This design comes from an exercise in tuning for small area, a short achievable clock period and few clock cycles on the open sky130 flow, not from production work. Only simulation tests tie the RTL to the original design; equivalence was not proved.

$ cat flow/config.mk
export PLATFORM = sky130hd
export DESIGN_NAME = core_bigint
export DESIGN_NICKNAME = core_bigint
export VERILOG_FILES = /design/flow/design.v
export SDC_FILE = /design/flow/constraint.sdc
export NUM_CORES = 4
export LEC_CHECK = 0
export CAP_MARGIN = 20
export CORE_MARGIN = 2
export CORE_UTILIZATION = 30
export PLACE_DENSITY = 0.5
export SLEW_MARGIN = 20
$ cat flow/constraint.sdc
create_clock -name core_clock -period 12.5 [get_ports {clk}]
set_input_delay 2.5000 -clock core_clock [delete_from_list [all_inputs] [get_ports {clk}]]
set_output_delay 2.5000 -clock core_clock [all_outputs]
set_load 0.01 [all_outputs]
$ cat flow/design.v
module core_bigint #(
    parameter W = 64
) (
    input  wire         clk,
    input  wire         rst,
    input  wire         start,
    input  wire [2:0]   op,
    input  wire [W-1:0] a,
    input  wire [W-1:0] b,
    input  wire [W-1:0] n,
    output wire         ready,
    output reg          done,
    output wire [W-1:0] result,
    output reg          err,
    output reg  [2:0]   cause
);
    localparam K  = 8;             
    localparam NC = W / K;         
    localparam CW = $clog2(NC);
    localparam OP_MONTMUL = 3'd1;
    localparam OP_MODEXP  = 3'd2;
    localparam OP_MODINV  = 3'd3;
    localparam OP_GCD     = 3'd4;
    localparam C_NONE    = 3'd0;
    localparam C_ARITH   = 3'd1;
    localparam C_INVALID = 3'd2;
    localparam C_UNSUP   = 3'd5;
    localparam S_IDLE  = 4'd0;
    localparam S_DEC   = 4'd1;
    localparam S_ENG   = 4'd2;
    localparam S_FIN   = 4'd3;
    localparam S_YINIT = 4'd4;
    localparam S_DBL   = 4'd5;
    localparam S_SHN   = 4'd6;
    localparam S_EVN   = 4'd7;
    localparam S_ZN    = 4'd8;
    localparam S_GCD0  = 4'd9;
    localparam S_BIN   = 4'd10;
    localparam S_BINF  = 4'd11;
    localparam S_GSH   = 4'd12;
    localparam S_CRT   = 4'd13;
    localparam S_QW    = 4'd14;
    localparam S_MMW   = 4'd15;
    localparam A_MM   = 4'd0;
    localparam A_R2   = 4'd1;
    localparam A_XT   = 4'd2;
    localparam A_SQ   = 4'd3;
    localparam A_MUL  = 4'd4;
    localparam A_CONV = 4'd5;
    localparam A_INV2 = 4'd6;
    localparam A_CRT1 = 4'd7;
    localparam A_CRT2 = 4'd8;
    localparam A_R2A  = 4'd9;
    localparam A_P2   = 4'd10;
    localparam A_P3   = 4'd11;
    localparam A_SQ2  = 4'd12;
    localparam A_MUL2 = 4'd13;
    localparam M_MONT  = 2'd0;
    localparam M_PLAIN = 2'd1;
    localparam M_QY    = 2'd2;
    localparam O_NOP = 3'd0;
    localparam O_H1  = 3'd1;
    localparam O_H2  = 3'd2;
    localparam O_S12 = 3'd3;
    localparam O_S21 = 3'd4;
    reg [3:0]    st;
    reg [3:0]    aft;
    reg [1:0]    mode;
    reg [2:0]    opq;
    reg [2:0]    op_q;
    reg          evn;     
    reg          pl;      
    reg          nrm;     
    reg [CW-1:0] cnt;
    reg          sw;      
    reg          mmf;     
    reg [6:0]    dcnt;
    reg [5:0]    ecnt;
    reg [5:0]    s;       
    reg [W-1:0]  U, V, N, X, Y, E, T;
    reg [W:0]    SS, SC;
    assign ready  = (st == S_IDLE);
    assign result = X;
    wire [W-1:0] smask;
    genvar gi;
    generate for (gi = 0; gi < W; gi = gi + 1) begin : g_mask
        assign smask[gi] = (gi < s);
    end endgenerate
    wire [W-1:0] mask = pl ? smask : {W{1'b1}};
    localparam TW = W + K + 2;
    function [K-1:0] ninv;           
        input [K-2:0] v;             
        begin
            case (v)
            7'd0: ninv = 8'd255;
            7'd1: ninv = 8'd85;
            7'd2: ninv = 8'd51;
            7'd3: ninv = 8'd73;
            7'd4: ninv = 8'd199;
            7'd5: ninv = 8'd93;
            7'd6: ninv = 8'd59;
            7'd7: ninv = 8'd17;
            7'd8: ninv = 8'd15;
            7'd9: ninv = 8'd229;
            7'd10: ninv = 8'd195;
            7'd11: ninv = 8'd89;
            7'd12: ninv = 8'd215;
            7'd13: ninv = 8'd237;
            7'd14: ninv = 8'd203;
            7'd15: ninv = 8'd33;
            7'd16: ninv = 8'd31;
            7'd17: ninv = 8'd117;
            7'd18: ninv = 8'd83;
            7'd19: ninv = 8'd105;
            7'd20: ninv = 8'd231;
            7'd21: ninv = 8'd125;
            7'd22: ninv = 8'd91;
            7'd23: ninv = 8'd49;
            7'd24: ninv = 8'd47;
            7'd25: ninv = 8'd5;
            7'd26: ninv = 8'd227;
            7'd27: ninv = 8'd121;
            7'd28: ninv = 8'd247;
            7'd29: ninv = 8'd13;
            7'd30: ninv = 8'd235;
            7'd31: ninv = 8'd65;
            7'd32: ninv = 8'd63;
            7'd33: ninv = 8'd149;
            7'd34: ninv = 8'd115;
            7'd35: ninv = 8'd137;
            7'd36: ninv = 8'd7;
            7'd37: ninv = 8'd157;
            7'd38: ninv = 8'd123;
            7'd39: ninv = 8'd81;
            7'd40: ninv = 8'd79;
            7'd41: ninv = 8'd37;
            7'd42: ninv = 8'd3;
            7'd43: ninv = 8'd153;
            7'd44: ninv = 8'd23;
            7'd45: ninv = 8'd45;
            7'd46: ninv = 8'd11;
            7'd47: ninv = 8'd97;
            7'd48: ninv = 8'd95;
            7'd49: ninv = 8'd181;
            7'd50: ninv = 8'd147;
            7'd51: ninv = 8'd169;
            7'd52: ninv = 8'd39;
            7'd53: ninv = 8'd189;
            7'd54: ninv = 8'd155;
            7'd55: ninv = 8'd113;
            7'd56: ninv = 8'd111;
            7'd57: ninv = 8'd69;
            7'd58: ninv = 8'd35;
            7'd59: ninv = 8'd185;
            7'd60: ninv = 8'd55;
            7'd61: ninv = 8'd77;
            7'd62: ninv = 8'd43;
            7'd63: ninv = 8'd129;
            7'd64: ninv = 8'd127;
            7'd65: ninv = 8'd213;
            7'd66: ninv = 8'd179;
            7'd67: ninv = 8'd201;
            7'd68: ninv = 8'd71;
            7'd69: ninv = 8'd221;
            7'd70: ninv = 8'd187;
            7'd71: ninv = 8'd145;
            7'd72: ninv = 8'd143;
            7'd73: ninv = 8'd101;
            7'd74: ninv = 8'd67;
            7'd75: ninv = 8'd217;
            7'd76: ninv = 8'd87;
            7'd77: ninv = 8'd109;
            7'd78: ninv = 8'd75;
            7'd79: ninv = 8'd161;
            7'd80: ninv = 8'd159;
            7'd81: ninv = 8'd245;
            7'd82: ninv = 8'd211;
            7'd83: ninv = 8'd233;
            7'd84: ninv = 8'd103;
            7'd85: ninv = 8'd253;
            7'd86: ninv = 8'd219;
            7'd87: ninv = 8'd177;
            7'd88: ninv = 8'd175;
            7'd89: ninv = 8'd133;
            7'd90: ninv = 8'd99;
            7'd91: ninv = 8'd249;
            7'd92: ninv = 8'd119;
            7'd93: ninv = 8'd141;
            7'd94: ninv = 8'd107;
            7'd95: ninv = 8'd193;
            7'd96: ninv = 8'd191;
            7'd97: ninv = 8'd21;
            7'd98: ninv = 8'd243;
            7'd99: ninv = 8'd9;
            7'd100: ninv = 8'd135;
            7'd101: ninv = 8'd29;
            7'd102: ninv = 8'd251;
            7'd103: ninv = 8'd209;
            7'd104: ninv = 8'd207;
            7'd105: ninv = 8'd165;
            7'd106: ninv = 8'd131;
            7'd107: ninv = 8'd25;
            7'd108: ninv = 8'd151;
            7'd109: ninv = 8'd173;
            7'd110: ninv = 8'd139;
            7'd111: ninv = 8'd225;
            7'd112: ninv = 8'd223;
            7'd113: ninv = 8'd53;
            7'd114: ninv = 8'd19;
            7'd115: ninv = 8'd41;
            7'd116: ninv = 8'd167;
            7'd117: ninv = 8'd61;
            7'd118: ninv = 8'd27;
            7'd119: ninv = 8'd241;
            7'd120: ninv = 8'd239;
            7'd121: ninv = 8'd197;
            7'd122: ninv = 8'd163;
            7'd123: ninv = 8'd57;
            7'd124: ninv = 8'd183;
            7'd125: ninv = 8'd205;
            7'd126: ninv = 8'd171;
            7'd127: ninv = 8'd1;
            default: ninv = {K{1'b0}};
            endcase
        end
    endfunction
    reg          cin;
    reg  [K-1:0] YM;                 
    wire [K-1:0] qv;
    reg  [K-1:0] MP;                 
    wire m_mont = (mode == M_MONT);
    wire m_qy   = (mode == M_QY);
    wire [K-1:0] xd  = X[K-1:0];     
    wire [W-1:0] nop = m_qy ? Y : N;
    always @(posedge clk)
        MP <= ninv(m_qy ? Y[K-1:1] : N[K-1:1]);
    wire [K-1:0] qmask;
    generate for (gi = 0; gi < K; gi = gi + 1) begin : g_qm
        wire [6:0] pos = cnt * K + gi;
        assign qmask[gi] = m_mont | (m_qy & (pos < {1'b0, s}));
    end endgenerate
    wire [TW-1:0] er [0:K+1];
    wire [TW-1:0] pr [0:K-1];
    assign er[0] = {{(TW-W-1){1'b0}}, SS};
    assign er[1] = {{(TW-W-1){1'b0}}, SC};
    generate for (gi = 0; gi < K; gi = gi + 1) begin : g_rows
        wire [TW-1:0] yr = {{(TW-W){1'b0}}, Y} << gi;
        wire [TW-1:0] nr = {{(TW-W){1'b0}}, nop} << gi;
        if (gi == 1)
            assign er[2+gi] = (xd[gi] ? yr : {TW{1'b0}}) | {{(TW-1){1'b0}}, cin};
        else
            assign er[2+gi] = xd[gi] ? yr : {TW{1'b0}};
        assign pr[gi] = qv[gi] ? nr : {TW{1'b0}};
    end endgenerate
    wire q0 = (SS[0] ^ SC[0] ^ cin ^ (xd[0] & Y[0])) & qmask[0];
    wire [TW-1:0] a0, a1, a2, a3, a4, a5, b0, b1, b2, b3, c0, c1, c2, c3, d0, d1, es, ec;
    core_bigint_csa #(TW) u_e1a (er[0], er[1], er[2], a0, a1);
    core_bigint_csa #(TW) u_e1b (er[3], er[4], er[5], a2, a3);
    core_bigint_csa #(TW) u_e1c (er[6], er[7], er[8], a4, a5);
    core_bigint_csa #(TW) u_e2a (a0, a1, a2, b0, b1);
    core_bigint_csa #(TW) u_e2b (a3, a4, a5, b2, b3);
    core_bigint_csa #(TW) u_e3a (b0, b1, b2, c0, c1);
    core_bigint_csa #(TW) u_e3b (b3, er[9], pr[0], c2, c3);
    core_bigint_csa #(TW) u_e4  (c0, c1, c2, d0, d1);
    core_bigint_csa #(TW) u_e5  (d0, d1, c3, es, ec);
    wire [K-1:0] ea = es[K-1:0] + ec[K-1:0];
    wire [K-1:0] sl;
    core_bigint_add8 u_sl (SS[K-1:0], SC[K-1:0], cin, sl);
    wire [K-1:0] xr [0:K-1];
    wire [K-1:0] mr [0:K-1];
    generate for (gi = 0; gi < K; gi = gi + 1) begin : g_mr
        wire [K-1:0] yms = YM << gi;
        wire [K-1:0] mps = MP << gi;
        assign xr[gi] = xd[gi] ? yms : {K{1'b0}};
        assign mr[gi] = sl[gi] ? mps : {K{1'b0}};
    end endgenerate
    wire [K-1:0] x0, x1, x2, x3, x4, x5, x6, x7, x8, x9, x10, x11;
    core_bigint_csa #(K) u_x1a (xr[0], xr[1], xr[2], x0, x1);
    core_bigint_csa #(K) u_x1b (xr[3], xr[4], xr[5], x2, x3);
    core_bigint_csa #(K) u_x2a (x0, x1, x2, x4, x5);
    core_bigint_csa #(K) u_x2b (x3, xr[6], xr[7], x6, x7);
    core_bigint_csa #(K) u_x3  (x4, x5, x6, x8, x9);
    core_bigint_csa #(K) u_x4  (x8, x9, x7, x10, x11);
    wire [K-1:0] m0, m1, m2, m3, m4, m5, m6, m7, m8, m9, m10, m11;
    core_bigint_csa #(K) u_m1a (mr[0], mr[1], mr[2], m0, m1);
    core_bigint_csa #(K) u_m1b (mr[3], mr[4], mr[5], m2, m3);
    core_bigint_csa #(K) u_m2a (m0, m1, m2, m4, m5);
    core_bigint_csa #(K) u_m2b (m3, mr[6], mr[7], m6, m7);
    core_bigint_csa #(K) u_m3a (m4, m5, m6, m8, m9);
    core_bigint_csa #(K) u_m3b (m7, x10, x11, m10, m11);
    wire [K-1:0] n0, n1, n2, n3;
    core_bigint_csa #(K) u_m4  (m8, m9, m10, n0, n1);
    core_bigint_csa #(K) u_m5  (n0, n1, m11, n2, n3);
    wire [K-1:0] qm;
    core_bigint_add8 u_qm (n2, n3, 1'b0, qm);
    assign qv = {qm[K-1:1] & qmask[K-1:1], q0};
    wire [TW-1:0] f0, f1, f2, f3, f4, f5, g0, g1, g2, g3, h0, h1, ts, tc;
    core_bigint_csa #(TW) u_l1a (pr[1], pr[2], pr[3], f0, f1);
    core_bigint_csa #(TW) u_l1b (pr[4], pr[5], pr[6], f2, f3);
    core_bigint_csa #(TW) u_l1c (pr[7], es, ec, f4, f5);
    core_bigint_csa #(TW) u_l2a (f0, f1, f2, g0, g1);
    core_bigint_csa #(TW) u_l2b (f3, f4, f5, g2, g3);
    core_bigint_csa #(TW) u_l3  (g0, g1, g2, h0, h1);
    core_bigint_csa #(TW) u_l4  (h0, h1, g3, ts, tc);
    wire [K:0]   tlo  = {1'b0, ts[K-1:0]} + {1'b0, tc[K-1:0]};
    wire         cin_n = tlo[K];
    wire [W:0]   ss_n  = ts[K+W:K];
    wire [W:0]   sc_n  = tc[K+W:K];
    wire [K-1:0] eout  = m_qy ? qv : ea;
    localparam F_RED  = 2'd0;    
    localparam F_SUB  = 2'd1;    
    localparam F_HALF = 2'd2;    
    reg       fpsel, fqsel, fqinv, fqz, frinv;
    reg [1:0] fmode;
    always @(*) begin
        fpsel = 1'b0; fqsel = 1'b0; fqinv = 1'b0; fqz = 1'b0; frinv = 1'b1;
        fmode = F_RED;
        if (st == S_DBL) begin
            fqsel = 1'b1;                        
        end else if (st == S_BIN) begin
            frinv = 1'b0;
            case (op_q)
            O_H1:  begin fqz = 1'b1; fmode = F_HALF; end
            O_H2:  begin fpsel = 1'b1; fqz = 1'b1; fmode = F_HALF; end
            O_S12: begin fqinv = 1'b1; fmode = F_SUB; end
            O_S21: begin fpsel = 1'b1; fqsel = 1'b1; fqinv = 1'b1; fmode = F_SUB; end
            default: begin fqz = 1'b1; fmode = F_SUB; end
            endcase
        end else if (st == S_BINF) begin
            fpsel = ~sw; fqz = 1'b1; frinv = 1'b0; fmode = F_SUB;    
        end
    end
    wire [W:0]   fP  = fpsel ? SC : SS;
    wire [W:0]   fQ0 = fqsel ? SS : SC;
    wire [W+2:0] fQ  = fqz   ? {(W+3){1'b0}} :
                       fqinv ? {2'b11, ~fQ0} : {2'b00, fQ0};
    wire [W+2:0] fR  = frinv ? {3'b111, ~N} : {3'b000, N};
    wire [W+2:0] fPx = {2'b00, fP};
    wire         fc1 = fqinv | (cin & (st == S_FIN));
    wire [W+2:0] sum1 = fPx + fQ + {{(W+2){1'b0}}, fc1};
    wire [W+2:0] sum2 = sum1 + fR + {{(W+2){1'b0}}, frinv};
    function [K-1:0] ymul;
        input [K-1:0] v;
        input [K-1:0] m;
        begin
            ymul = v * m;
        end
    endfunction
    wire [K-1:0] ym_s1  = ymul(sum1[K-1:0], MP);
    wire [K-1:0] ym_bus = sum2[W+2] ? ym_s1 : ym_s1 + 1'b1;
    wire [K-1:0] ym_r   = ymul((st == S_MMW) ? Y[K-1:0] : (aft == A_SQ2) ? T[K-1:0] : U[K-1:0], MP);
    wire [K-1:0] ym_u   = ym_r;
    wire [K-1:0] ym_t   = ym_r;
    wire [K-1:0] ym_y   = ym_r;
    wire         sqd   = (aft == A_SQ) || (aft == A_P3);
    wire [W-1:0] la    = (aft == A_P3) ? Y : bus;
    wire [K-1:0] la_ym = (aft == A_P3) ? YM : ym_bus;
    reg [W-1:0] fin_out;
    always @(*) begin
        case (fmode)
        F_RED:   fin_out = sum2[W+2] ? sum1[W-1:0] : sum2[W-1:0];
        F_SUB:   fin_out = sum1[W+2] ? sum2[W-1:0] : sum1[W-1:0];
        default: fin_out = fP[0] ? sum2[W:1] : sum1[W:1];
        endcase
    end
    wire [W:0]   duv  = {1'b0, U} - {1'b0, V};
    wire         u_ge_v = ~duv[W];
    wire         u_z  = (U == {W{1'b0}});
    wire         v_z  = (V == {W{1'b0}});
    wire         v_one = (V == {{(W-1){1'b0}}, 1'b1});
    wire         n_one = (N == {{(W-1){1'b0}}, 1'b1});
    wire         n_z   = (N == {W{1'b0}});
    wire         is_gcd = (opq == OP_GCD);
    wire         e_ge_s = (V[W-1:6] != {(W-6){1'b0}}) || (V[5:0] >= s);
    wire [W-1:0] e_m    = V & smask;
    localparam B_FIN = 3'd0;
    localparam B_XM  = 3'd1;
    localparam B_UM  = 3'd2;
    localparam B_SUB = 3'd3;
    localparam B_V   = 3'd4;
    reg [2:0] bsel;
    always @(*) begin
        case (st)
        S_FIN:   bsel = (aft == A_CRT1) ? B_UM : (mode == M_MONT) ? B_FIN : B_XM;
        S_ZN:    bsel = B_UM;
        S_CRT:   bsel = B_SUB;
        S_GSH:   bsel = B_V;
        S_DEC:   bsel = is_gcd ? (u_z ? B_V : B_UM) : B_FIN;
        default: bsel = B_FIN;
        endcase
    end
    reg [W-1:0] bus;
    always @(*) begin
        case (bsel)
        B_XM:    bus = X & mask;
        B_UM:    bus = U & mask;
        B_SUB:   bus = duv[W-1:0];
        B_V:     bus = V;
        default: bus = fin_out;
        endcase
    end
    wire last = (cnt == NC-1);
    task finish_ok;
        input [W-1:0] val;
        begin
            X      <= val;
            err    <= 1'b0;
            cause  <= C_NONE;
            done   <= 1'b1;
            st     <= S_IDLE;
        end
    endtask
    task finish_err;
        input [2:0] c;
        begin
            X      <= {W{1'b0}};
            err    <= 1'b1;
            cause  <= c;
            done   <= 1'b1;
            st     <= S_IDLE;
        end
    endtask
    task pass;
        input [1:0] m;
        input [3:0] af;
        begin
            mode <= m;
            aft  <= af;
            cin  <= 1'b0;
            cnt  <= {CW{1'b0}};
            st   <= S_ENG;
        end
    endtask
    always @(posedge clk) begin
        if (rst) begin
            st     <= S_IDLE;
            done   <= 1'b0;
            nrm    <= 1'b0;
            err    <= 1'b0;
            cause  <= C_NONE;
        end else begin
            done <= 1'b0;
            if (nrm) begin
                E <= E << 1;
                if (E[W-1])
                    nrm <= 1'b0;
                else
                    ecnt <= ecnt - 1'b1;
            end
            case (st)
            S_IDLE: begin
                if (start) begin
                    opq   <= op;
                    pl    <= 1'b0;
                    U     <= a;
                    V     <= b;
                    N     <= n;
                    st    <= S_DEC;
                end
                nrm  <= 1'b0;
                mode <= M_MONT;
            end
            S_DEC: begin
                s    <= 6'd0;
                sw   <= 1'b0;
                mmf  <= 1'b0;
                evn  <= 1'b0;
                pl   <= 1'b0;
                op_q <= O_NOP;
                case (opq)
                OP_MONTMUL: begin
                    if (!N[0])
                        finish_err(C_INVALID);
                    else begin
                        X  <= U;
                        Y  <= V;
                        V  <= N;
                        SS <= {(W+1){1'b0}};
                        SC <= {(W+1){1'b0}};
                        st <= S_MMW;         
                    end
                end
                OP_MODEXP: begin
                    if (n_z)
                        finish_err(C_INVALID);
                    else if (v_z)
                        finish_ok({{(W-1){1'b0}}, ~n_one});
                    else if (!N[0]) begin
                        evn <= 1'b1;
                        st  <= S_SHN;
                    end else begin
                        E  <= V;
                        st <= S_YINIT;
                    end
                end
                OP_MODINV: begin
                    if (n_z)
                        finish_err(C_INVALID);
                    else if (!N[0] && !U[0])
                        finish_err(C_ARITH);
                    else if (!N[0]) begin
                        evn <= 1'b1;
                        st  <= S_SHN;
                    end else begin
                        V  <= N;
                        SS <= {{W{1'b0}}, ~n_one};
                        SC <= {(W+1){1'b0}};
                        st <= S_BIN;
                    end
                end
                OP_GCD: begin
                    if (u_z || v_z)
                        finish_ok(bus);
                    else
                        st <= S_GCD0;
                end
                default: finish_err(C_UNSUP);
                endcase
            end
            S_ENG: begin
                cnt <= cnt + 1'b1;
                if (last)
                    st <= S_FIN;
                if (aft == A_MM && cnt == {CW{1'b0}}) begin
                    mmf <= u_ge_v;           
                    U   <= Y;
                end
                if (aft == A_MM && cnt == {{(CW-1){1'b0}}, 1'b1})
                    mmf <= mmf | u_ge_v;     
            end
            S_FIN: begin
                case (aft)
                A_MM: begin
                    if (mmf)
                        finish_err(C_INVALID);
                    else
                        finish_ok(bus);
                end
                A_R2: begin
                    X  <= U;
                    Y  <= bus;
                    YM <= ym_bus;
                    SS <= {(W+1){1'b0}};
                    SC <= {(W+1){1'b0}};
                    pass(M_MONT, A_XT);
                end
                A_R2A: begin                
                    X  <= bus;
                    Y  <= bus;
                    YM <= ym_bus;
                    SS <= {(W+1){1'b0}};
                    SC <= {(W+1){1'b0}};
                    pass(M_MONT, A_R2);
                end
                A_XT: if (!nrm) begin        
                    U  <= bus;               
                    SS <= {(W+1){1'b0}};
                    SC <= {(W+1){1'b0}};
                    Y  <= bus;
                    YM <= ym_bus;
                    if (ecnt == 6'd0) begin
                        X <= {{(W-1){1'b0}}, 1'b1};
                        pass(M_MONT, A_CONV);
                    end else begin
                        X <= bus;
                        pass(M_MONT, A_P2);
                    end
                end
                A_P2: begin                  
                    X  <= U;
                    Y  <= bus;
                    YM <= ym_bus;
                    SS <= {(W+1){1'b0}};
                    SC <= {(W+1){1'b0}};
                    pass(M_MONT, A_P3);
                end
                A_SQ2: begin
                    X  <= bus;
                    Y  <= T;
                    YM <= ym_t;
                    SS <= {(W+1){1'b0}};
                    SC <= {(W+1){1'b0}};
                    pass(M_MONT, A_MUL2);
                end
                A_P3, A_SQ, A_MUL, A_MUL2: begin
                    if (aft == A_P3)
                        T <= bus;
                    SS <= {(W+1){1'b0}};
                    SC <= {(W+1){1'b0}};
                    X  <= la;
                    if (sqd && E[W-1] && E[W-2] && !pl && ecnt >= 6'd2) begin
                        Y <= la;
                        YM <= la_ym;
                        pass(M_MONT, A_SQ2);
                    end else if (sqd && E[W-1]) begin
                        Y <= U;
                        YM <= ym_u;
                        pass(pl ? M_PLAIN : M_MONT, A_MUL);
                    end else begin
                        if (aft == A_MUL2) begin
                            E    <= E << 2;
                            ecnt <= ecnt - 2'd2;
                        end else begin
                            E    <= E << 1;
                            ecnt <= ecnt - 1'b1;
                        end
                        if (ecnt == ((aft == A_MUL2) ? 6'd2 : 6'd1)) begin
                            if (pl) begin
                                E  <= V;
                                V  <= bus;
                                pl <= 1'b0;
                                st <= S_YINIT;
                            end else begin
                                X <= {{(W-1){1'b0}}, 1'b1};
                                Y <= la;
                                YM <= la_ym;
                                pass(M_MONT, A_CONV);
                            end
                        end else begin
                            Y <= la;
                            YM <= la_ym;
                            pass(pl ? M_PLAIN : M_MONT, A_SQ);
                        end
                    end
                end
                A_CONV: begin
                    if (evn) begin
                        U  <= bus;
                        st <= S_CRT;
                    end else
                        finish_ok(bus);
                end
                A_INV2: begin
                    V    <= bus;
                    mode <= M_PLAIN;         
                    st   <= S_CRT;
                end
                A_CRT1: begin
                    SS <= {1'b0, bus};
                    SC <= {(W+1){1'b0}};
                    pass(M_PLAIN, A_CRT2);
                end
                default: finish_ok(bus);    
                endcase
            end
            S_YINIT: begin
                SS   <= N[W-1] ? {2'b01, {(W-1){1'b0}}} : {{W{1'b0}}, 1'b1};
                dcnt <= N[W-1] ? 7'd17 : 7'd80;
                ecnt <= 6'd63;
                nrm  <= 1'b1;
                st   <= S_DBL;
            end
            S_DBL: begin
                SS   <= {1'b0, bus};
                dcnt <= dcnt - 1'b1;
                if (dcnt == 7'd1) begin
                    X  <= bus;
                    Y  <= bus;
                    YM <= ym_bus;
                    SS <= {(W+1){1'b0}};
                    SC <= {(W+1){1'b0}};
                    pass(M_MONT, A_R2A);
                end
            end
            S_SHN: begin
                N <= N >> 1;
                s <= s + 1'b1;
                if (N[1])
                    st <= S_EVN;
            end
            S_EVN: begin
                if (opq == OP_MODINV) begin
                    Y  <= U;
                    YM <= ym_u;
                    V  <= N;
                    SS <= {{W{1'b0}}, ~n_one};
                    SC <= {(W+1){1'b0}};
                    st <= S_BIN;
                end else if (!U[0] && e_ge_s) begin
                    E  <= V;
                    V  <= {W{1'b0}};
                    st <= S_YINIT;
                end else if (e_m == {W{1'b0}}) begin
                    E  <= V;
                    V  <= {{(W-1){1'b0}}, 1'b1};
                    st <= S_YINIT;
                end else begin
                    E    <= e_m;
                    ecnt <= 6'd63;
                    nrm  <= 1'b1;
                    pl   <= 1'b1;
                    st   <= S_ZN;
                end
            end
            S_ZN: begin
                if (!nrm) begin
                    if (ecnt == 6'd0) begin
                        E  <= V;
                        V  <= bus;         
                        pl <= 1'b0;
                        st <= S_YINIT;
                    end else begin
                        X  <= U;
                        Y  <= U;
                        YM <= ym_u;
                        SS <= {(W+1){1'b0}};
                        SC <= {(W+1){1'b0}};
                        pass(M_PLAIN, A_SQ);
                    end
                end
            end
            S_CRT: begin
                SS <= {1'b0, bus};
                SC <= {(W+1){1'b0}};
                Y  <= N;
                X  <= {W{1'b0}};
                pass(M_QY, A_CRT1);
            end
            S_GCD0: begin
                if (!U[0] && !V[0]) begin
                    U <= U >> 1;
                    V <= V >> 1;
                    s <= s + 1'b1;
                end else
                    st <= S_BIN;
            end
            S_BIN: begin
                case (op_q)
                O_H1, O_S12: SS <= {1'b0, fin_out};
                O_H2, O_S21: SC <= {1'b0, fin_out};
                default: ;
                endcase
                if (u_z) begin
                    op_q <= O_NOP;
                    st   <= S_BINF;
                end else if (!U[0]) begin
                    U    <= U >> 1;
                    op_q <= sw ? O_H2 : O_H1;
                end else if (!V[0]) begin
                    V    <= V >> 1;
                    op_q <= sw ? O_H1 : O_H2;
                end else if (u_ge_v) begin
                    U    <= is_gcd ? duv[W-1:1] : duv[W-1:0];
                    op_q <= sw ? O_S21 : O_S12;
                end else begin
                    U    <= V;
                    V    <= U;
                    sw   <= ~sw;
                    op_q <= O_NOP;
                end
            end
            S_BINF: begin
                if (is_gcd)
                    st <= S_GSH;
                else if (!v_one)
                    finish_err(C_ARITH);
                else if (!evn)
                    finish_ok(fin_out);
                else begin
                    U    <= fin_out;
                    SS   <= {1'b0, {W{1'b1}}};
                    SC   <= {(W+1){1'b0}};
                    mode <= M_QY;        
                    st   <= S_QW;
                end
            end
            S_MMW: begin
                YM <= ym_y;
                pass(M_MONT, A_MM);
            end
            S_QW: begin
                X <= {W{1'b0}};
                pass(M_QY, A_INV2);
            end
            S_GSH: begin
                if (s == 6'd0)
                    finish_ok(bus);
                else begin
                    V <= V << 1;
                    s <= s - 1'b1;
                end
            end
            default: st <= S_IDLE;
            endcase
            if (st == S_ENG) begin
                SS  <= ss_n;
                SC  <= sc_n;
                cin <= cin_n;
                X   <= {eout, X[W-1:K]};
            end
        end
    end
endmodule
module core_bigint_csa #(
    parameter N = 8
) (
    input  wire [N-1:0] a,
    input  wire [N-1:0] b,
    input  wire [N-1:0] c,
    output wire [N-1:0] s,
    output wire [N-1:0] k
);
    wire [N-1:0] m = (a & b) | (a & c) | (b & c);
    assign s = a ^ b ^ c;
    assign k = {m[N-2:0], 1'b0};
endmodule
module core_bigint_add8 (
    input  wire [7:0] a,
    input  wire [7:0] b,
    input  wire       ci,
    output wire [7:0] s
);
    wire [7:0] p0 = a ^ b;
    wire [7:0] g0 = a & b;
    wire [7:0] g1a = {g0[7:1], g0[0] | (p0[0] & ci)};
    wire [7:0] p1a = p0;
    wire [7:0] g1 = {g1a[7:1] | (p1a[7:1] & g1a[6:0]), g1a[0]};
    wire [7:0] p1 = {p1a[7:1] & p1a[6:0], p1a[0]};
    wire [7:0] g2 = {g1[7:2] | (p1[7:2] & g1[5:0]), g1[1:0]};
    wire [7:0] p2 = {p1[7:2] & p1[5:0], p1[1:0]};
    wire [7:0] g3 = {g2[7:4] | (p2[7:4] & g2[3:0]), g2[3:0]};
    wire [7:0] c  = {g3[6:0], ci};    
    assign s = p0 ^ c;
endmodule
$ cat flow/run.sh
#!/bin/bash
# synth_recipe.tcl (not shown) runs the flow's synth.tcl, then flattens the netlist and writes it again
# the make line also repeats each setting of config.mk as NAME=value (left out here)
make -C /OpenROAD-flow-scripts/flow DESIGN_CONFIG=/design/flow/config.mk WORK_HOME=/design/flow/orfs CLKGATE_MAP_FILE= SYNTH_SCRIPT=/design/flow/synth_recipe.tcl finish
==> impl_metrics.env, run 1 <==
export IMPL_status="no timing/DRC/antenna violations"
export IMPL_dr_first_iter_drc_count=15300
export IMPL_synth_most_common_cell="inv_1"
export IMPL_fin_util_pct=33.9
export IMPL_final_nets=13700
export IMPL_pin_count=268
export IMPL_route_detailed_drc=0
export IMPL_dp_hpwl_um=467000
export IMPL_die_x_um=583
export IMPL_crit_path_top_delay_cell="fa_1"
export IMPL_fin_tns_setup_ns=0
export IMPL_r2r_cells=32
export IMPL_synth_avg_cell_area_um2=8.30
export IMPL_grt_first_pass_wirelength_um=826000
export IMPL_critPathMaxStageDelay_ns=0.57
export IMPL_synth_simple_area_share_pct=16.3
export IMPL_firstDrtPassIters=13
export IMPL_cts_resized=0
export IMPL_regArea_um2=19100
export IMPL_globalplace_congestion=1.08
export IMPL_synth_edf_count=625
export IMPL_synth_xor_area_share_pct=2.95
export IMPL_tritoncts="yes"
export IMPL_path_class="register to register"
export IMPL_ys_ff_latch=642
export IMPL_start_util_pct=30.2
export IMPL_cp_required_ns=12.88
export IMPL_antenna_found_initial=71
export IMPL_crit_buf_inv=4
export IMPL_cp_depth=32
export IMPL_hold_path_class="register to register"
export IMPL_min_path_cells=2
export IMPL_async_reset_ff_share_pct=0
export IMPL_clkTransAtPathRegs_ns=0.06
export IMPL_grt_use_total_pct=34.4
export IMPL_cts_hold_buf=0
export IMPL_ys_types=123
export IMPL_grt_overflow_total=0
export IMPL_ys_top_cells_by_area="fa_1, edfxtp_1, inv_1"
export IMPL_die_h_um=583
export IMPL_finalCritPeriodShare_pct=88.5
export IMPL_cp_end_kind="register"
export IMPL_rows=212
export IMPL_yosys_top_cells_count="inv_1, nor2_1, nand2_1"
export IMPL_grt_start_max_net_pins=98
export IMPL_ant_nets=0
export IMPL_cts_buffer_depth=4
export IMPL_synth_nets=13800
export IMPL_multi_input_area_um2=73400
export IMPL_io_buffers=267
export IMPL_synth_warnings=1
export IMPL_synth_mux_area_share_pct=4.37
export IMPL_start_kind="register"
export IMPL_clk_latency_ns=0.93
export IMPL_rsz0062_at_grt="false"
export IMPL_seq_area_frac_synth_pct=19.0
export IMPL_finalSetupViolCount=0
export IMPL_drv_slew=0
export IMPL_relSlewSlack_pct=7.29
export IMPL_worst_path_max_fanout=29
export IMPL_synth_cells=12100
export IMPL_fillCellCount=35300
export IMPL_drv_cap=0
export IMPL_area_growth_pct=12.2
export IMPL_wl_um=601000
export IMPL_synth_top_flop_cell="edfxtp_1"
export IMPL_drive_gt1_share_pct=8.45
export IMPL_cp_common_cell="fa_1"
export IMPL_post_cts_buffers=0
export IMPL_synth_top_area_share_pct=21.4
export IMPL_numCtsBuffers=94
export IMPL_synthAdderAreaFrac_pct=25.8
export IMPL_synth_top_family_by_area="adder cells"
export IMPL_vias=104000
export IMPL_grt_pass1_vias=98900
export IMPL_instances_no_fill=16600
export IMPL_clock_sinks=642
export IMPL_core_area_um2=334000
export IMPL_skew_ns=0.167
export IMPL_wl_per_cell_um=36.2
export IMPL_dpl_cell_count=16300
export IMPL_timing_final_hold_violations=0
export IMPL_synth_compound_area_share_pct=22.9
export IMPL_cpLargestDelayFamily="adder cells"
export IMPL_yosysTopAreaCell="fa_1"
export IMPL_htreeDepth=3
export IMPL_max_freq_mhz=90.4
export IMPL_period_needed_ns=11.06
export IMPL_dieArea_um2=340000
export IMPL_tightest_slew_ns=1.39
export IMPL_vias_per_cell=6.27
export IMPL_cts_root_buf="clkbuf_16"
export IMPL_syn_cell_area_um2=101000
export IMPL_arrival_ns=11.44
## final timing paths
check	startpoint	endpoint	slack, ns
setup / recovery	SS[0]$_DFFE_PP_	SS[43]$_DFFE_PP_	1.44
hold / removal	cause[0]$_SDFFE_PP0P_	cause[0]$_SDFFE_PP0P_	0.50
setup reg to reg	SS[0]$_DFFE_PP_	SS[43]$_DFFE_PP_	1.44
hold reg to reg	cause[0]$_SDFFE_PP0P_	cause[0]$_SDFFE_PP0P_	0.50
## cell usage in the layout, fill, tap and decap left out, types with 76 or more instances in the layout
| cell | Yosys | layout |
|---|---|---|
| a221o_1 | 94 | 94 |
| edfxtp_1 | 625 | 625 |
| ha_1 | 354 | 354 |
| xnor2_1 | 184 | 184 |
| nand3_1 | 152 | 148 |
| nand2_1 | 1083 | 1071 |
| nor3_1 | 117 | 105 |
| o211ai_1 | 103 | 103 |
| inv_1 | 1360 | 1358 |
| o22ai_1 | 77 | 76 |
| nand4_1 | 90 | 90 |
| fa_1 | 1076 | 1076 |
| o21a_1 | 125 | 125 |
| a221oi_1 | 293 | 293 |
| mux2i_1 | 276 | 274 |
| o221ai_1 | 147 | 147 |
| clkdlybuf4s50_1 | 0 | 267 |
| a31oi_1 | 103 | 102 |
| nor4_1 | 85 | 82 |
| a211oi_1 | 142 | 140 |
| mux2_2 | 142 | 142 |
| buf_4 | 3 | 501 |
| and2_1 | 443 | 440 |
| xor2_1 | 152 | 152 |
| a21oi_1 | 833 | 822 |
| o21ai_0 | 638 | 628 |
| a21o_1 | 142 | 142 |
| clkbuf_16 | 0 | 95 |
| nor2_1 | 1350 | 1331 |
## per-layer routing
metal	track usage (%)	part of all wire, %	vias to the layer above
met5	0.822	0.14	-
met1	45.4	40	51900
met3	15.1	14	1802
li1	-	-	42300
met4	20.7	7.4	50
met2	45.6	38	7950
## worst reg2reg max path: cells and delay by family, from the launching register on
kind,cells,cell delay (ns)
fa+ha+maj,10,4.85
compound gates,6,2.17
xor+xnor,8,1.91
buf+inv,4,0.64
simple gates,4,0.58
flops,1,0.48
## cells by family (layout without fill, tap and decap cells)
logic type / Yosys count / after routing
xor+xnor: 337 / 337
buf+inv: 2311 / 2313
other cells: 0 / 69
flops: 642 / 642
compound gates: 3365 / 3365
simple gates: 3618 / 3618
mux: 420 / 420
fa+ha+maj: 1430 / 1430
## cell type report
class | instances | area share [%]
Multi-Input combinational cell | 9170 | 65.0
Sequential cell | 642 | 16.9
Timing Repair Buffer | 779 | 5.82
Tap cell | 4387 | 4.86
Inverter | 1371 | 4.56
Clock buffer | 108 | 2.16
Clock inverter | 55 | 0.529
Antenna cell | 69 | 0.153
## through the flow
stage	cell area (um^2)	hold WS [ns]	setup WS, ns
after floorplan	101000	0.526	1.79
after global placement	110000	0.502	1.46
after detailed placement	110000	0.500	1.59
after CTS	113000	0.514	1.50
after global routing	113000	0.534	0.951
final	113000	0.503	1.44
## sequential cells by signal, summed over array words and instances (netlist names), 6 cells and up
register and flops:
N 64, SS 65, ecnt 6, X 64, YM 8, U 64
dcnt 7, s 6, E 64, T 64, SC 65, Y 64
V 64, MP 7
Testbench counts, summed over its fixed seeds: cycles 144,036.
==> run 2: changes to the inputs <==
--- a/flow/design.v
+++ b/flow/design.v
@@ -310,35 +310,25 @@
     localparam F_RED  = 2'd0;    
     localparam F_SUB  = 2'd1;    
     localparam F_HALF = 2'd2;    
-    reg       fpsel, fqsel, fqinv, fqz, frinv;
+    reg       fpsel, fqsel, fqinv, fqz, frinv, fcin;
     reg [1:0] fmode;
-    always @(*) begin
-        fpsel = 1'b0; fqsel = 1'b0; fqinv = 1'b0; fqz = 1'b0; frinv = 1'b1;
-        fmode = F_RED;
-        if (st == S_DBL) begin
-            fqsel = 1'b1;                        
-        end else if (st == S_BIN) begin
-            frinv = 1'b0;
-            case (op_q)
-            O_H1:  begin fqz = 1'b1; fmode = F_HALF; end
-            O_H2:  begin fpsel = 1'b1; fqz = 1'b1; fmode = F_HALF; end
-            O_S12: begin fqinv = 1'b1; fmode = F_SUB; end
-            O_S21: begin fpsel = 1'b1; fqsel = 1'b1; fqinv = 1'b1; fmode = F_SUB; end
-            default: begin fqz = 1'b1; fmode = F_SUB; end
-            endcase
-        end else if (st == S_BINF) begin
-            fpsel = ~sw; fqz = 1'b1; frinv = 1'b0; fmode = F_SUB;    
-        end
-    end
+    reg [3:0] st_nx;
+    reg [2:0] opq_nx;
+    reg       sw_nx;
     wire [W:0]   fP  = fpsel ? SC : SS;
     wire [W:0]   fQ0 = fqsel ? SS : SC;
     wire [W+2:0] fQ  = fqz   ? {(W+3){1'b0}} :
                        fqinv ? {2'b11, ~fQ0} : {2'b00, fQ0};
     wire [W+2:0] fR  = frinv ? {3'b111, ~N} : {3'b000, N};
     wire [W+2:0] fPx = {2'b00, fP};
-    wire         fc1 = fqinv | (cin & (st == S_FIN));
-    wire [W+2:0] sum1 = fPx + fQ + {{(W+2){1'b0}}, fc1};
-    wire [W+2:0] sum2 = sum1 + fR + {{(W+2){1'b0}}, frinv};
+    wire         fc1 = fqinv | (cin & fcin);
+    wire         fc2 = fqinv | frinv;
+    wire [W+3:0] s1w  = {fPx, 1'b1} + {fQ, fc1};
+    wire [W+2:0] sum1 = s1w[W+3:1];
+    wire [W+2:0] fcs  = fPx ^ fQ ^ fR;
+    wire [W+2:0] fcc  = {((fPx[W+1:0] & fQ[W+1:0]) | (fPx[W+1:0] & fR[W+1:0]) | (fQ[W+1:0] & fR[W+1:0])), cin & fcin};
+    wire [W+3:0] s2w  = {fcs, 1'b1} + {fcc, fc2};
+    wire [W+2:0] sum2 = s2w[W+3:1];
     function [K-1:0] ymul;
         input [K-1:0] v;
         input [K-1:0] m;
@@ -407,7 +397,7 @@
             err    <= 1'b0;
             cause  <= C_NONE;
             done   <= 1'b1;
-            st     <= S_IDLE;
+            st_nx      = S_IDLE;
         end
     endtask
     task finish_err;
@@ -417,7 +407,7 @@
             err    <= 1'b1;
             cause  <= c;
             done   <= 1'b1;
-            st     <= S_IDLE;
+            st_nx      = S_IDLE;
         end
     endtask
     task pass;
@@ -428,17 +418,23 @@
             aft  <= af;
             cin  <= 1'b0;
             cnt  <= {CW{1'b0}};
-            st   <= S_ENG;
+            st_nx    = S_ENG;
         end
     endtask
     always @(posedge clk) begin
         if (rst) begin
             st     <= S_IDLE;
+            st_nx   = S_IDLE;
+            opq_nx  = op_q;
+            sw_nx   = sw;
             done   <= 1'b0;
             nrm    <= 1'b0;
             err    <= 1'b0;
             cause  <= C_NONE;
         end else begin
+            st_nx  = st;
+            opq_nx = op_q;
+            sw_nx  = sw;
             done <= 1'b0;
             if (nrm) begin
                 E <= E << 1;
@@ -455,18 +451,18 @@
                     U     <= a;
                     V     <= b;
                     N     <= n;
-                    st    <= S_DEC;
+                    st_nx     = S_DEC;
                 end
                 nrm  <= 1'b0;
                 mode <= M_MONT;
             end
             S_DEC: begin
                 s    <= 6'd0;
-                sw   <= 1'b0;
+                sw_nx    = 1'b0;
                 mmf  <= 1'b0;
                 evn  <= 1'b0;
                 pl   <= 1'b0;
-                op_q <= O_NOP;
+                opq_nx  = O_NOP;
                 case (opq)
                 OP_MONTMUL: begin
                     if (!N[0])
@@ -477,7 +473,7 @@
                         V  <= N;
                         SS <= {(W+1){1'b0}};
                         SC <= {(W+1){1'b0}};
-                        st <= S_MMW;         
+                        st_nx  = S_MMW;         
                     end
                 end
                 OP_MODEXP: begin
@@ -487,10 +483,10 @@
                         finish_ok({{(W-1){1'b0}}, ~n_one});
                     else if (!N[0]) begin
                         evn <= 1'b1;
-                        st  <= S_SHN;
+                        st_nx   = S_SHN;
                     end else begin
                         E  <= V;
-                        st <= S_YINIT;
+                        st_nx  = S_YINIT;
                     end
                 end
                 OP_MODINV: begin
@@ -500,19 +496,19 @@
                         finish_err(C_ARITH);
                     else if (!N[0]) begin
                         evn <= 1'b1;
-                        st  <= S_SHN;
+                        st_nx   = S_SHN;
                     end else begin
                         V  <= N;
                         SS <= {{W{1'b0}}, ~n_one};
                         SC <= {(W+1){1'b0}};
-                        st <= S_BIN;
+                        st_nx  = S_BIN;
                     end
                 end
                 OP_GCD: begin
                     if (u_z || v_z)
                         finish_ok(bus);
                     else
-                        st <= S_GCD0;
+                        st_nx  = S_GCD0;
                 end
                 default: finish_err(C_UNSUP);
                 endcase
@@ -520,7 +516,7 @@
             S_ENG: begin
                 cnt <= cnt + 1'b1;
                 if (last)
-                    st <= S_FIN;
+                    st_nx  = S_FIN;
                 if (aft == A_MM && cnt == {CW{1'b0}}) begin
                     mmf <= u_ge_v;           
                     U   <= Y;
@@ -609,7 +605,7 @@
                                 E  <= V;
                                 V  <= bus;
                                 pl <= 1'b0;
-                                st <= S_YINIT;
+                                st_nx  = S_YINIT;
                             end else begin
                                 X <= {{(W-1){1'b0}}, 1'b1};
                                 Y <= la;
@@ -626,14 +622,14 @@
                 A_CONV: begin
                     if (evn) begin
                         U  <= bus;
-                        st <= S_CRT;
+                        st_nx  = S_CRT;
                     end else
                         finish_ok(bus);
                 end
                 A_INV2: begin
                     V    <= bus;
                     mode <= M_PLAIN;         
-                    st   <= S_CRT;
+                    st_nx    = S_CRT;
                 end
                 A_CRT1: begin
                     SS <= {1'b0, bus};
@@ -648,7 +644,7 @@
                 dcnt <= N[W-1] ? 7'd17 : 7'd80;
                 ecnt <= 6'd63;
                 nrm  <= 1'b1;
-                st   <= S_DBL;
+                st_nx    = S_DBL;
             end
             S_DBL: begin
                 SS   <= {1'b0, bus};
@@ -666,7 +662,7 @@
                 N <= N >> 1;
                 s <= s + 1'b1;
                 if (N[1])
-                    st <= S_EVN;
+                    st_nx  = S_EVN;
             end
             S_EVN: begin
                 if (opq == OP_MODINV) begin
@@ -675,21 +671,21 @@
                     V  <= N;
                     SS <= {{W{1'b0}}, ~n_one};
                     SC <= {(W+1){1'b0}};
-                    st <= S_BIN;
+                    st_nx  = S_BIN;
                 end else if (!U[0] && e_ge_s) begin
                     E  <= V;
                     V  <= {W{1'b0}};
-                    st <= S_YINIT;
+                    st_nx  = S_YINIT;
                 end else if (e_m == {W{1'b0}}) begin
                     E  <= V;
                     V  <= {{(W-1){1'b0}}, 1'b1};
-                    st <= S_YINIT;
+                    st_nx  = S_YINIT;
                 end else begin
                     E    <= e_m;
                     ecnt <= 6'd63;
                     nrm  <= 1'b1;
                     pl   <= 1'b1;
-                    st   <= S_ZN;
+                    st_nx    = S_ZN;
                 end
             end
             S_ZN: begin
@@ -698,7 +694,7 @@
                         E  <= V;
                         V  <= bus;         
                         pl <= 1'b0;
-                        st <= S_YINIT;
+                        st_nx  = S_YINIT;
                     end else begin
                         X  <= U;
                         Y  <= U;
@@ -722,7 +718,7 @@
                     V <= V >> 1;
                     s <= s + 1'b1;
                 end else
-                    st <= S_BIN;
+                    st_nx  = S_BIN;
             end
             S_BIN: begin
                 case (op_q)
@@ -731,27 +727,27 @@
                 default: ;
                 endcase
                 if (u_z) begin
-                    op_q <= O_NOP;
-                    st   <= S_BINF;
+                    opq_nx  = O_NOP;
+                    st_nx    = S_BINF;
                 end else if (!U[0]) begin
                     U    <= U >> 1;
-                    op_q <= sw ? O_H2 : O_H1;
+                    opq_nx  = sw ? O_H2 : O_H1;
                 end else if (!V[0]) begin
                     V    <= V >> 1;
-                    op_q <= sw ? O_H1 : O_H2;
+                    opq_nx  = sw ? O_H1 : O_H2;
                 end else if (u_ge_v) begin
                     U    <= is_gcd ? duv[W-1:1] : duv[W-1:0];
-                    op_q <= sw ? O_S21 : O_S12;
+                    opq_nx  = sw ? O_S21 : O_S12;
                 end else begin
                     U    <= V;
                     V    <= U;
-                    sw   <= ~sw;
-                    op_q <= O_NOP;
+                    sw_nx    = ~sw;
+                    opq_nx  = O_NOP;
                 end
             end
             S_BINF: begin
                 if (is_gcd)
-                    st <= S_GSH;
+                    st_nx  = S_GSH;
                 else if (!v_one)
                     finish_err(C_ARITH);
                 else if (!evn)
@@ -761,7 +757,7 @@
                     SS   <= {1'b0, {W{1'b1}}};
                     SC   <= {(W+1){1'b0}};
                     mode <= M_QY;        
-                    st   <= S_QW;
+                    st_nx    = S_QW;
                 end
             end
             S_MMW: begin
@@ -780,8 +776,28 @@
                     s <= s - 1'b1;
                 end
             end
-            default: st <= S_IDLE;
+            default: st_nx  = S_IDLE;
             endcase
+            st   <= st_nx;
+            op_q <= opq_nx;
+            sw   <= sw_nx;
+            fpsel <= 1'b0; fqsel <= 1'b0; fqinv <= 1'b0; fqz <= 1'b0; frinv <= 1'b1;
+            fcin  <= (st_nx == S_FIN);
+            fmode <= F_RED;
+            if (st_nx == S_DBL) begin
+                fqsel <= 1'b1;                       
+            end else if (st_nx == S_BIN) begin
+                frinv <= 1'b0;
+                case (opq_nx)
+                O_H1:  begin fqz <= 1'b1; fmode <= F_HALF; end
+                O_H2:  begin fpsel <= 1'b1; fqz <= 1'b1; fmode <= F_HALF; end
+                O_S12: begin fqinv <= 1'b1; fmode <= F_SUB; end
+                O_S21: begin fpsel <= 1'b1; fqsel <= 1'b1; fqinv <= 1'b1; fmode <= F_SUB; end
+                default: begin fqz <= 1'b1; fmode <= F_SUB; end
+                endcase
+            end else if (st_nx == S_BINF) begin
+                fpsel <= ~sw_nx; fqz <= 1'b1; frinv <= 1'b0; fmode <= F_SUB;    
+            end
             if (st == S_ENG) begin
                 SS  <= ss_n;
                 SC  <= sc_n;
==> impl_metrics.env, run 2 <==
export IMPL_status="no timing/DRC/antenna violations"
export IMPL_vias_per_cell=6.30
export IMPL_multi_input_area_um2=73700
export IMPL_drv_slew=0
export IMPL_skew_ns=0.145
export IMPL_htreeDepth=3
export IMPL_core_area_um2=337000
export IMPL_period_needed_ns=10.05
export IMPL_fillCellCount=36100
export IMPL_tritoncts="yes"
export IMPL_cp_required_ns=13.02
export IMPL_synth_warnings=1
export IMPL_max_freq_mhz=99.5
export IMPL_path_class="register to register"
export IMPL_cts_buffer_depth=4
export IMPL_dr_first_iter_drc_count=18300
export IMPL_dp_hpwl_um=495000
export IMPL_yosysTopAreaCell="fa_1"
export IMPL_vias=106000
export IMPL_synth_nets=14000
export IMPL_grt_overflow_total=0
export IMPL_timing_final_hold_violations=0
export IMPL_drv_cap=0
export IMPL_reg_largest_list="SC: 65 flops, SS: 65 flops"
export IMPL_die_h_um=587
export IMPL_grtUsageMet2_pct=49.9
export IMPL_cts_resized=0
export IMPL_clkTransAtPathRegs_ns=0.06
export IMPL_pre_cts_ws_ns=2.66
export IMPL_wl_per_cell_um=38.4
export IMPL_instances_no_fill=16900
export IMPL_tightest_slew_ns=1.46
export IMPL_ys_top_cells_by_area="fa_1, edfxtp_1, nand2_1"
export IMPL_final_critical_path_setup_slack_ns=2.45
export IMPL_dieArea_um2=344000
export IMPL_finalCritPeriodShare_pct=80.4
export IMPL_ant_nets=0
export IMPL_synth_top_area_share_pct=22.4
export IMPL_yosys_top_cells_count="nand2_1, inv_1, fa_1"
export IMPL_drive_gt1_share_pct=7.69
export IMPL_cp_end_kind="register"
export IMPL_globalplace_congestion=1.11
export IMPL_ys_ff_latch=650
export IMPL_async_reset_ff_share_pct=0
export IMPL_grt_start_max_net_pins=127
export IMPL_start_util_pct=30.2
export IMPL_cts_hold_buf=0
export IMPL_antenna_found_initial=98
export IMPL_clk_latency_ns=0.96
export IMPL_pin_count=268
export IMPL_seq_area_frac_synth_pct=19.0
export IMPL_firstDrtPassIters=15
export IMPL_fin_util_pct=33.9
export IMPL_grt_first_pass_wirelength_um=877000
export IMPL_synth_most_common_cell="nand2_1"
export IMPL_post_cts_buffers=0
export IMPL_arrival_ns=10.57
export IMPL_fin_tns_setup_ns=0
export IMPL_mostFrequentLayoutCell="nand2_1"
export IMPL_cts_root_buf="clkbuf_16"
export IMPL_layout_common_cells="nand2_1, inv_1, fa_1"
export IMPL_hold_path_class="register to register"
export IMPL_dpl_cell_count=16600
export IMPL_synth_edf_count=633
export IMPL_ys_types=114
export IMPL_met3_usage_pct=15.6
export IMPL_syn_cell_area_um2=102000
export IMPL_synth_top_flop_cell="edfxtp_1"
export IMPL_rows=213
export IMPL_die_x_um=587
export IMPL_crit_path_top_delay_cell="fa_1"
export IMPL_clock_sinks=650
export IMPL_hold_slack_ns=0.518
export IMPL_grt_use_total_pct=36.5
export IMPL_synth_avg_cell_area_um2=8.25
export IMPL_route_detailed_drc=0
export IMPL_grt_pass1_vias=101000
export IMPL_numCtsBuffers=100
export IMPL_io_buffers=267
export IMPL_rsz0062_at_grt="false"
export IMPL_critPathMaxStageDelay_ns=0.61
export IMPL_grt_busiest_layer="met2"
export IMPL_synth_cells=12300
export IMPL_worst_path_max_fanout=37
export IMPL_cp_common_cell="fa_1"
export IMPL_relSlewSlack_pct=2.83
export IMPL_start_kind="register"
export IMPL_regArea_um2=19400
export IMPL_wl_um=648000
export IMPL_finalSetupViolCount=0
export IMPL_grtUsageMet1_pct=45.3
export IMPL_final_nets=13900
export IMPL_area_growth_pct=12.2
==> run 2: cell types whose count changed after synthesis, sizes merged, moves of 91 or more <==
cell and delta:
nand2 +549, nor2 -289, xnor2 +132, inv +116, a21oi -95, o21ai -91
==> run 2: final cells by class <==
cell class	instances	share of cell area [%]
Multi-Input combinational cell	9222	64.5
Antenna cell	68	0.149
Timing Repair Buffer	773	5.78
Clock buffer	115	2.24
Clock inverter	65	0.611
Tap cell	4515	4.94
Sequential cell	650	16.9
Inverter	1489	4.89
==> run 2: final timing paths <==
kind | startpoint | end | slack [ns] | depth (start not counted)
setup / recovery | SS[0]$_DFFE_PP_ | SS[28]$_DFFE_PP_ | 2.45 | 33
hold / removal | cause[1]$_SDFFE_PP0P_ | cause[1]$_SDFFE_PP0P_ | 0.52 | 2
setup reg to reg | SS[0]$_DFFE_PP_ | SS[28]$_DFFE_PP_ | 2.45 | 33
hold reg to reg | cause[1]$_SDFFE_PP0P_ | cause[1]$_SDFFE_PP0P_ | 0.52 | 2
==> run 2: cells by family after synthesis <==
family,share of synthesized area (%)
xor gates and xnor gates,3.54
AOI/OAI and AO/OA,20.0
adders and majority gates,26.8
buffers and inverters,9.26
muxes,4.14
DFF,19.0
and+or+nand+nor,17.3
==> run 2: per-layer routing <==
| metal | routed length [um] | part of all wire (%) | up-vias |
|---|---|---|---|
| li1 | - | - | 42100 |
| met1 | 244000 | 38 | 53300 |
| met2 | 253000 | 39 | 8481 |
| met3 | 91600 | 14 | 2400 |
| met4 | 58000 | 9.0 | 61 |
| met5 | 1470 | 0.23 | - |
==> run 2: stage by stage <==
stage	area (um^2)
5_1_grt	114000
3_3_place_gp	111000
2_1_floorplan	102000
4_1_cts	114000
6_report	114000
3_5_place_dp	111000
==> run 2: critical path, delay by kind of cell (launching register included) <==
kind | cells | cell delay, ns
AO/OA/AOI/OAI | 5 | 1.13
XOR/XNOR | 7 | 1.17
adder cells (fa/ha/maj) | 11 | 5.15
buffers and inverters | 6 | 0.89
flip-flops | 1 | 0.51
AND/OR/NAND/NOR | 4 | 0.68
Testbench counts of run 2, summed over its fixed seeds: cycles 144,036.
==> run 3: changes to the inputs <==
--- a/flow/config.mk
+++ b/flow/config.mk
@@ -9,4 +9,5 @@
 export CORE_MARGIN = 2
 export CORE_UTILIZATION = 30
 export PLACE_DENSITY = 0.5
+export SETUP_SLACK_MARGIN = 2.5
 export SLEW_MARGIN = 20
==> impl_metrics.env, run 3 <==
export IMPL_globalplace_congestion=1.09
export IMPL_drv_cap=0
export IMPL_clkTransAtPathRegs_ns=0.06
export IMPL_finalInstanceArea_um2=114000
export IMPL_die_x_um=587
export IMPL_clock_sinks=650
export IMPL_ys_types=114
export IMPL_skew_ns=0.127
export IMPL_layout_common_cells="nand2_1, inv_1, fa_1"
export IMPL_synth_cells=12300
export IMPL_instances_no_fill=16900
export IMPL_cp_end_kind="register"
export IMPL_fin_tns_setup_ns=0
export IMPL_max_freq_mhz=104
export IMPL_grt_first_pass_wirelength_um=878000
export IMPL_finalCritPeriodShare_pct=77.3
export IMPL_rows=213
export IMPL_synth_mux_area_share_pct=4.14
export IMPL_cts_root_buf="clkbuf_16"
export IMPL_synth_edf_count=633
export IMPL_vias_per_cell=6.28
export IMPL_yosys_top_cells_count="nand2_1, inv_1, fa_1"
export IMPL_io_buffers=267
export IMPL_start_kind="register"
export IMPL_vias=106000
export IMPL_numCtsBuffers=103
export IMPL_synth_compound_area_share_pct=20.0
export IMPL_r2r_start="SS[0]$_DFFE_PP_"
export IMPL_status="no timing/DRC/antenna violations"
export IMPL_hold_path_class="register to register"
export IMPL_synth_top_family_by_area="adder cells"
export IMPL_fin_util_pct=33.9
export IMPL_wl_per_cell_um=38.4
export IMPL_r2r_cells=33
export IMPL_cts_hold_buf=0
export IMPL_hold_end="cause[1]$_SDFFE_PP0P_"
export IMPL_min_from="cause[1]$_SDFFE_PP0P_"
export IMPL_synth_most_common_cell="nand2_1"
export IMPL_tritoncts="yes"
export IMPL_seq_area_frac_synth_pct=19.0
export IMPL_period_needed_ns=9.66
export IMPL_dp_hpwl_um=496000
export IMPL_synth_top_flop_cell="edfxtp_1"
export IMPL_grt_start_max_net_pins=123
export IMPL_antenna_found_initial=99
export IMPL_synth_xor_area_share_pct=3.54
export IMPL_grt_pass1_vias=101000
export IMPL_ys_ff_latch=650
export IMPL_yosysTopAreaCell="fa_1"
export IMPL_synth_nets=14000
export IMPL_grt_use_total_pct=36.5
export IMPL_synth_avg_cell_area_um2=8.25
export IMPL_synth_top_area_share_pct=22.4
export IMPL_ys_top_cells_by_area="fa_1, edfxtp_1, nand2_1"
export IMPL_rr_endpoint="SS[9]$_DFFE_PP_"
export IMPL_place_area_um2=111000
export IMPL_dpl_cell_count=16600
export IMPL_dieArea_um2=344000
export IMPL_rsz0062_at_grt="true"
export IMPL_synth_warnings=1
export IMPL_firstDrtPassIters=13
export IMPL_dr_first_iter_drc_count=18400
export IMPL_clk_latency_ns=0.97
export IMPL_area_growth_pct=12.3
export IMPL_grt_overflow_total=0
export IMPL_cp_common_cell="fa_1"
export IMPL_pin_count=268
export IMPL_min_path_cells=2
export IMPL_critPathMaxStageDelay_ns=0.62
export IMPL_tightest_slew_ns=1.30
export IMPL_cp_required_ns=13.11
export IMPL_start_util_pct=30.2
export IMPL_ff2ff_setup_slack_ns=2.84
export IMPL_final_nets=13900
export IMPL_relSlewSlack_pct=11.2
export IMPL_ant_nets=0
export IMPL_path_class="register to register"
export IMPL_syn_cell_area_um2=102000
export IMPL_timing_final_hold_violations=0
export IMPL_crit_path_top_delay_cell="a211o_2"
export IMPL_hold_slack_ns=0.516
export IMPL_finalSetupViolCount=0
export IMPL_route_detailed_drc=0
export IMPL_core_area_um2=337000
export IMPL_htreeDepth=3
export IMPL_worst_path_max_fanout=13
export IMPL_drv_slew=0
export IMPL_cts_buffer_depth=4
export IMPL_synthAdderAreaFrac_pct=26.8
export IMPL_synth_simple_area_share_pct=17.3
export IMPL_reg_largest_list="SC: 65 flops, SS: 65 flops"
export IMPL_async_reset_ff_share_pct=0
export IMPL_arrival_ns=10.26
export IMPL_mostFrequentLayoutCell="nand2_1"
export IMPL_die_h_um=587
export IMPL_drive_gt1_share_pct=7.80
export IMPL_wl_um=649000
## run 3: cell count changes in the layout (fill, tap and decap cells not counted), moves of 3 or more
cell / delta
buf_6: +3
clkbuf_1: +5
bufinv_16: -4
diode_2: -4
clkinv_2: +3
clkinv_4: -4
a221oi_1: -5
a21oi_2: +3
clkbuf_16: +3
buf_4: -3
a221oi_2: +5
## run 3: final cells by class
class / count / area [um^2]
diodes: 64 / 160
clock buffers: 123 / 2650
clock inverters: 57 / 544
fillers: 35900 / 223000
inverters: 1489 / 5590
multi-input cells: 9223 / 73800
flip-flops and latches: 650 / 19400
well taps: 4515 / 5650
repair buffers: 773 / 6630
## run 3: critical path, delay by kind of cell (launching register included)
kind	cells	cell delay (ns)
AOI/OAI and AO/OA	6	1.61
adders and majority gates	10	4.76
DFF	1	0.50
xor gates and xnor gates	8	1.49
and+or+nand+nor	3	0.47
buffers and inverters	6	0.52
## run 3: kinds of logic after synthesis
| logic type | count (synthesis) |
|---|---|
| AOI/OAI and AO/OA | 2973 |
| xor gates and xnor gates | 412 |
| adders and majority gates | 1501 |
| buffers and inverters | 2477 |
| DFF | 650 |
| muxes | 410 |
| and+or+nand+nor | 3926 |
## run 3: worst max path at each step
stage,startpoint,endpoint,slack [ns],cells after the start
after floorplan,SS[0]$_DFFE_PP_,cin$_DFFE_PP_,3.72,35
after global placement,SS[0]$_DFFE_PP_,SS[32]$_DFFE_PP_,2.75,33
after detailed placement,SS[0]$_DFFE_PP_,SS[40]$_DFFE_PP_,2.74,32
after CTS,SS[0]$_DFFE_PP_,SS[26]$_DFFE_PP_,2.61,33
after global routing,SS[0]$_DFFE_PP_,SS[6]$_DFFE_PP_,2.48,33
final,SS[0]$_DFFE_PP_,SS[9]$_DFFE_PP_,2.84,33
## run 3: per-layer routing
layer	track usage [%]	share of wire (%)
met5	1.44	0.11
met4	25.7	8.9
met3	14.9	14
met2	50.1	39
met1	45.7	38
## run 3: what timing repair did
| item | in CTS | in global routing |
|---|---|---|
| gates resized for setup | 0 | 3 |
| buffers inserted | 0 | 3 |
| setup endpoints to repair | 0 | 59 |
## run 3: per-stage QoR
stage | setup WS, ns
after floorplan | 3.72
after global placement | 2.75
after detailed placement | 2.74
after CTS | 2.61
after global routing | 2.48
final | 2.84

-- separate check: timing with driven ports --
The results above use ideal ports. As a check the final layouts listed here were re-extracted and re-timed, cells and wires unchanged.
Step 1, drivers: a clkbuf_16 drives clk and a buf_2 each remaining input, both assumed.
Step 2 times the ports against the registers' clock, not the clock port: input delays grow and output delays shrink by t, the midpoint of the rising clock arrivals with the driver on.
Slacks: ideal / step 1 / step 2; pairs: ideal / step 1.
run | t, ns | setup slack, ns | slew at the worst register clock pin (ns) | worst slew at a driven data input, ns
run 1 | 0.960 | 1.439 / 1.439 / 1.439 | 0.08 / 0.08 | 0.16
run 2 | 1.004 | 2.451 / 2.451 / 2.451 | 0.08 / 0.08 | 0.19
run 3 | 1.019 | 2.844 / 2.844 / 2.844 | 0.07 / 0.07 | 0.21
After both steps every run listed still meets setup and hold.
